What follows belongs to an exercise in optimizing a design on an open flow for small area, a short achievable clock period and few clock cycles; a production flow would make more cautious choices. RTL that was checked went through simulation tests only; none was proved equivalent to the original. Power figures rest on the tool's default switching activity, not on a simulated workload.

## sidc
module sidc (
    input  wire        clk,
    input  wire        rst,       
    input  wire        req,
    input  wire        we,
    input  wire        wide,      
    input  wire [10:0] addr,
    input  wire [31:0] wdata,
    output reg         ack,
    output reg         err,
    output reg  [31:0] rdata
);
Size in the first run: roughly 2500 flip-flops, ~82 I/O pins.
export LEC_CHECK = 0
export CAP_MARGIN = 25
export CORE_MARGIN = 2
export CORE_UTILIZATION = 30
export CTS_BUF_LIST = sky130_fd_sc_hd__clkbuf_8
export CTS_CLUSTER_DIAMETER = 60
export CTS_CLUSTER_SIZE = 12
export PLACE_DENSITY = 0.45
export SETUP_SLACK_MARGIN = 4.5
export SLEW_MARGIN = 30
create_clock -name core_clock -period 10.0 [get_ports {clk}]
standard.sh (not shown) runs the stock make flow with config.mk's settings and CLKGATE_MAP_FILE= SYNTH_SCRIPT=/design/flow/synth_recipe.tcl, a recipe that flattens the netlist after the stock synthesis.
==> flow/flow/run.sh <==
#!/bin/bash
# Own layout flow: the standard ORFS flow (standard.sh), with two changes:
# the buffers ORFS puts on the input and output ports are buf_4 cells
# (buffer_ports otherwise picks slow delay cells such as clkdlybuf4s50_1), and
# the antenna repair after detailed routing may take up to 10 rounds instead
# of 5. Everything make prints goes to standard.log; ORFS keeps each step's
# own log under orfs/logs/.
set -euo pipefail
export BUFFER_PORTS_ARGS="-buffer_cell sky130_fd_sc_hd__buf_4"
export MAX_REPAIR_ANTENNAS_ITER_DRT=10
bash standard.sh > standard.log 2>&1
The starting point produced a clean layout.
Testbench counts at the start, summed over its fixed seeds: cycles 15,094.
Next try:
--- a/flow/config.mk
+++ b/flow/config.mk
@@ -12,5 +12,5 @@
 export CTS_CLUSTER_DIAMETER = 60
 export CTS_CLUSTER_SIZE = 12
-export PLACE_DENSITY = 0.45
+export PLACE_DENSITY = 0.55
 export SETUP_SLACK_MARGIN = 4.5
 export SLEW_MARGIN = 30
=> The new run finished with timing, DRC and antenna clean; core utilization decreases by 1.1 points; clock power went down by 13%; final cell count falls by 1.9%; power falls by 3.6%; wire length decreases by 14%; worst setup slack degrades by 0.066 ns.
Next try:
--- a/flow/config.mk
+++ b/flow/config.mk
@@ -8,9 +8,9 @@
 export CAP_MARGIN = 25
 export CORE_MARGIN = 2
-export CORE_UTILIZATION = 30
+export CORE_UTILIZATION = 25
 export CTS_BUF_LIST = sky130_fd_sc_hd__clkbuf_8
 export CTS_CLUSTER_DIAMETER = 60
 export CTS_CLUSTER_SIZE = 12
-export PLACE_DENSITY = 0.55
+export PLACE_DENSITY = 0.4
 export SETUP_SLACK_MARGIN = 4.5
 export SLEW_MARGIN = 30
Effect: Power rose by 5.2%; worst setup slack loses 0.032 ns; synthesized area does not change; wire length increases by 18%; sequential share of layout area goes down by 1.5 points; synthesized cell count does not change; sequential cell count stays the same.

========
## amber
sidc again, from the RTL that the note above started with.
Design sidc, start of the top module:
module sidc (
    input  wire        clk,
    input  wire        rst,       
    input  wire        req,
    input  wire        we,
    input  wire        wide,      
    input  wire [10:0] addr,
    input  wire [31:0] wdata,
    output reg         ack,
    output reg         err,
    output reg  [31:0] rdata
);
Settings: LEC_CHECK=0, CAP_MARGIN=25, CORE_MARGIN=2, CORE_UTILIZATION=30, CTS_BUF_LIST=sky130_fd_sc_hd__clkbuf_8, CTS_CLUSTER_DIAMETER=60, CTS_CLUSTER_SIZE=12, PLACE_DENSITY=0.45, SETUP_SLACK_MARGIN=5.0, SLEW_MARGIN=30; clock period 10.0 ns.
Scripts as last shown in full above: flow/flow/run.sh
Looking at the reports, amber completed the entire flow and the layout it produced met the timing, DRC and antenna checks.
Testbench counts of amber, summed over its fixed seeds: cycles 15,094.
Modified inputs, lagoon compared to amber
- a change of PLACE_DENSITY from 0.45 to 0.65
- a change of SETUP_SLACK_MARGIN from 5.0 to 4.5
Required time of the worst setup path is higher on amber. [compare] base=amber new=lagoon: met1 layer usage reported by global route moved down; estimated wirelength of the detail-placed design saw a decrease; first-iteration DRC count +14%. Looking at worst setup slack, lagoon sits 0.14 ns above amber. In the reports for amber and lagoon, the smaller part of the total power dissipated in the clock network belongs to lagoon. Cell count after synthesis: lagoon vs amber identical. For the proportion of layout cells with a drive suffix above 1, lagoon came in 5.4 points lower than amber did. The final layout from lagoon, which completed every stage, passed the timing, DRC and antenna checks at the end of the flow.
diff inputs: lagoon => pepper
- PLACE_DENSITY now 0.45, was 0.65
- SETUP_SLACK_MARGIN now 4.8, was 4.5
Findings:
What lagoon reported for met1 wire length has to be multiplied by 1.20 to get the figure for pepper. Final period demand of the worst path ends up lower on lagoon. Status: via count parity (lagoon, pepper). Switching power delta for pepper relative to lagoon: about 9% higher. In the metrics for lagoon and pepper, the one carrying the lower minimum setup slack among reg-to-reg paths is pepper. Going from lagoon to pepper, sum of met3 wire segment lengths after detailed routing shrank by more than 10%. Taking lagoon as the reference, in pepper netlist area before placement now sits at about the same level; total power of the final layout now sits higher; share of total power in combinational logic now sits higher; least setup slack across all paths after layout now sits lower.
Input changes introduced in harbor (baseline for comparison: pepper):
- changing SETUP_SLACK_MARGIN from 4.8 to 4.5
- changing PLACE_DENSITY from 0.45 to 0.75
Findings:
pepper ended up with reg2reg as its type of the worst setup path; harbor ended up with in2reg.
Compared with pepper, in harbor pin count of the biggest net entering global routing has increased, worst slack on hold paths has increased, HPWL after detailed placement has increased, minimum setup slack among reg-to-reg paths has increased, worst stage delay on the critical path has decreased.
Taking pepper as the reference, in harbor leakage power figure barely changed, largest fanout on the critical path dropped 1, sequential group share of total power dropped 1.4 points.
[inputs] garnet vs harbor
- CAP_MARGIN changed from 25 to 30
- CTS_CLUSTER_SIZE changed from 12 to 10
- SLEW_MARGIN changed from 30 to 40
- PLACE_DENSITY changed from 0.75 to 0.45
[summary]
- Compared with harbor, garnet ends up with more cell area.
- Comparing garnet and harbor, the higher final critical-path setup slack is on harbor.
- Against harbor, count of non-CTS buffers in the layout in garnet rose slightly.
- Looking at relative area change from synthesis to final layout, garnet sits 0.81 points above harbor.
- Relative to harbor, critical path depth has decreased by 1 in garnet.
- For the clock-buffer cell count, garnet came in 3 higher than harbor did.
- HPWL after detailed placement for garnet is lower than for harbor.
- Diff garnet..harbor | cell area reported after detailed placement | negligible
- garnet falls short of harbor in shortest clock period the worst path allows after layout.
- Diff garnet..harbor | net count reported at finish | negligible
diff inputs: garnet => nickel
- a change of SETUP_SLACK_MARGIN from 4.5 to 4.2
### Flow results
- Looking at setup slack across garnet and nickel, the one that comes out lower is nickel.
- Higher global-route usage was reported by nickel, not garnet.
- In the flow results for garnet and nickel, the cell depth of the worst flop-to-flop path is smaller on nickel.
- [compare] base=garnet new=nickel: global-route wire length before repair saw an increase; synthesis-to-layout area growth shows a reduction of 3.4 points.
- When nickel is set beside garnet, its transition time of the tightest slew-check pin turns out to be 0.0042 ns larger.
- Count of plain and timing-repair buffers in the layout was lower in the run labelled nickel.

========
Another version of the RTL of sidc (not shown whole).
Size: roughly 2,500 flip-flops.
Settings: LEC_CHECK=0, CAP_MARGIN=20, CORE_MARGIN=2, CORE_UTILIZATION=40, CTS_BUF_LIST=sky130_fd_sc_hd__clkbuf_8, CTS_CLUSTER_DIAMETER=100, CTS_CLUSTER_SIZE=12, PLACE_DENSITY=0.5, SETUP_SLACK_MARGIN=4.5, SLEW_MARGIN=20; clock period 10.0 ns.
==> flow/flow/run.sh <==
#!/bin/bash
# Own layout flow: the standard ORFS flow (standard.sh) unchanged, except
# that the buffers ORFS puts on the input and output ports are buf_4 cells
# (buffer_ports otherwise picks slow delay cells such as clkdlybuf4s50_1).
set -euo pipefail
export BUFFER_PORTS_ARGS="-buffer_cell sky130_fd_sc_hd__buf_4"
bash standard.sh > standard.log 2>&1
The first run ran to the end with violations: max-slew violations.
Rerun with:
--- a/flow/config.mk
+++ b/flow/config.mk
@@ -7,3 +7,3 @@
 export LEC_CHECK = 0
-export CAP_MARGIN = 20
+export CAP_MARGIN = 30
 export CORE_MARGIN = 2
@@ -11,6 +11,6 @@
 export CTS_BUF_LIST = sky130_fd_sc_hd__clkbuf_8
-export CTS_CLUSTER_DIAMETER = 100
-export CTS_CLUSTER_SIZE = 12
+export CTS_CLUSTER_DIAMETER = 60
+export CTS_CLUSTER_SIZE = 10
 export PLACE_DENSITY = 0.5
 export SETUP_SLACK_MARGIN = 4.5
-export SLEW_MARGIN = 20
+export SLEW_MARGIN = 40
Effect:
- With this change the flow went through all stages and came out clean
- routed wire length is about the same
- flip-flop and latch count stays the same
- synthesized area stays the same
- fmax is lower by a few percent
- die area is unchanged
- via count is higher slightly
No functional check of the RTL was part of any run of this note.

[what the ideal ports hide]
In the flow no input, the clock included, has a driving cell. The finished layouts below were timed again as built, in two steps.
Step 1 (the two cells are an assumption about what drives the block):
set clk [get_ports {clk}]
set_driving_cell -lib_cell sky130_fd_sc_hd__clkbuf_16 $clk
set_driving_cell -lib_cell sky130_fd_sc_hd__buf_2 [delete_from_list [all_inputs] $clk]
Step 2 moves the port delays by t, midway between the first and last clock arrival at a register: inputs arrive t later, outputs are due t later. That takes back most of the time a late clock gives input paths.
Slacks: ideal / step 1 / step 2; pairs: ideal / step 1.
run | t (ns) | slack for setup (ns) | worst setup path after step 2 | clock arrival spread, ns | worst data-port slew with drivers (ns)
the first run of note 1 | 1.308 | 4.175 / 4.173 / 2.865 | input to register | 0.106 / 0.107 | 0.23
the second run of note 1 | 1.258 | 4.109 / 4.165 / 2.907 | input to register | 0.178 / 0.178 | 0.16
the third run of note 1 | 1.375 | 4.077 / 4.040 / 2.665 | input to register | 0.164 / 0.164 | 0.30
amber | 1.353 | 3.990 / 4.020 / 2.680 | input to register | 0.135 / 0.135 | 0.30
lagoon | 1.262 | 4.133 / 4.192 / 2.930 | input to register | 0.181 / 0.181 | 0.15
pepper | 1.343 | 3.980 / 3.980 / 2.670 | input to register | 0.138 / 0.138 | 0.29
harbor | 1.339 | 4.122 / 4.192 / 2.853 | input to register | 0.189 / 0.189 | 0.17
garnet | 1.325 | 4.057 / 4.093 / 2.768 | input to register | 0.120 / 0.120 | 0.27
nickel | 1.328 | 3.990 / 4.061 / 2.733 | input to register | 0.135 / 0.134 | 0.13
the first run of note 3 | 1.253 | 4.045 / 4.075 / 2.822 | input to register | 0.125 / 0.124 | 0.12
the second run of note 3 | 1.252 | 3.902 / 3.902 / 2.684 | input to register | 0.131 / 0.131 | 0.11
The setup slack of the third run of note 1, which loses most, moves by -0.037 ns with the drivers and by -1.412 ns with both steps.
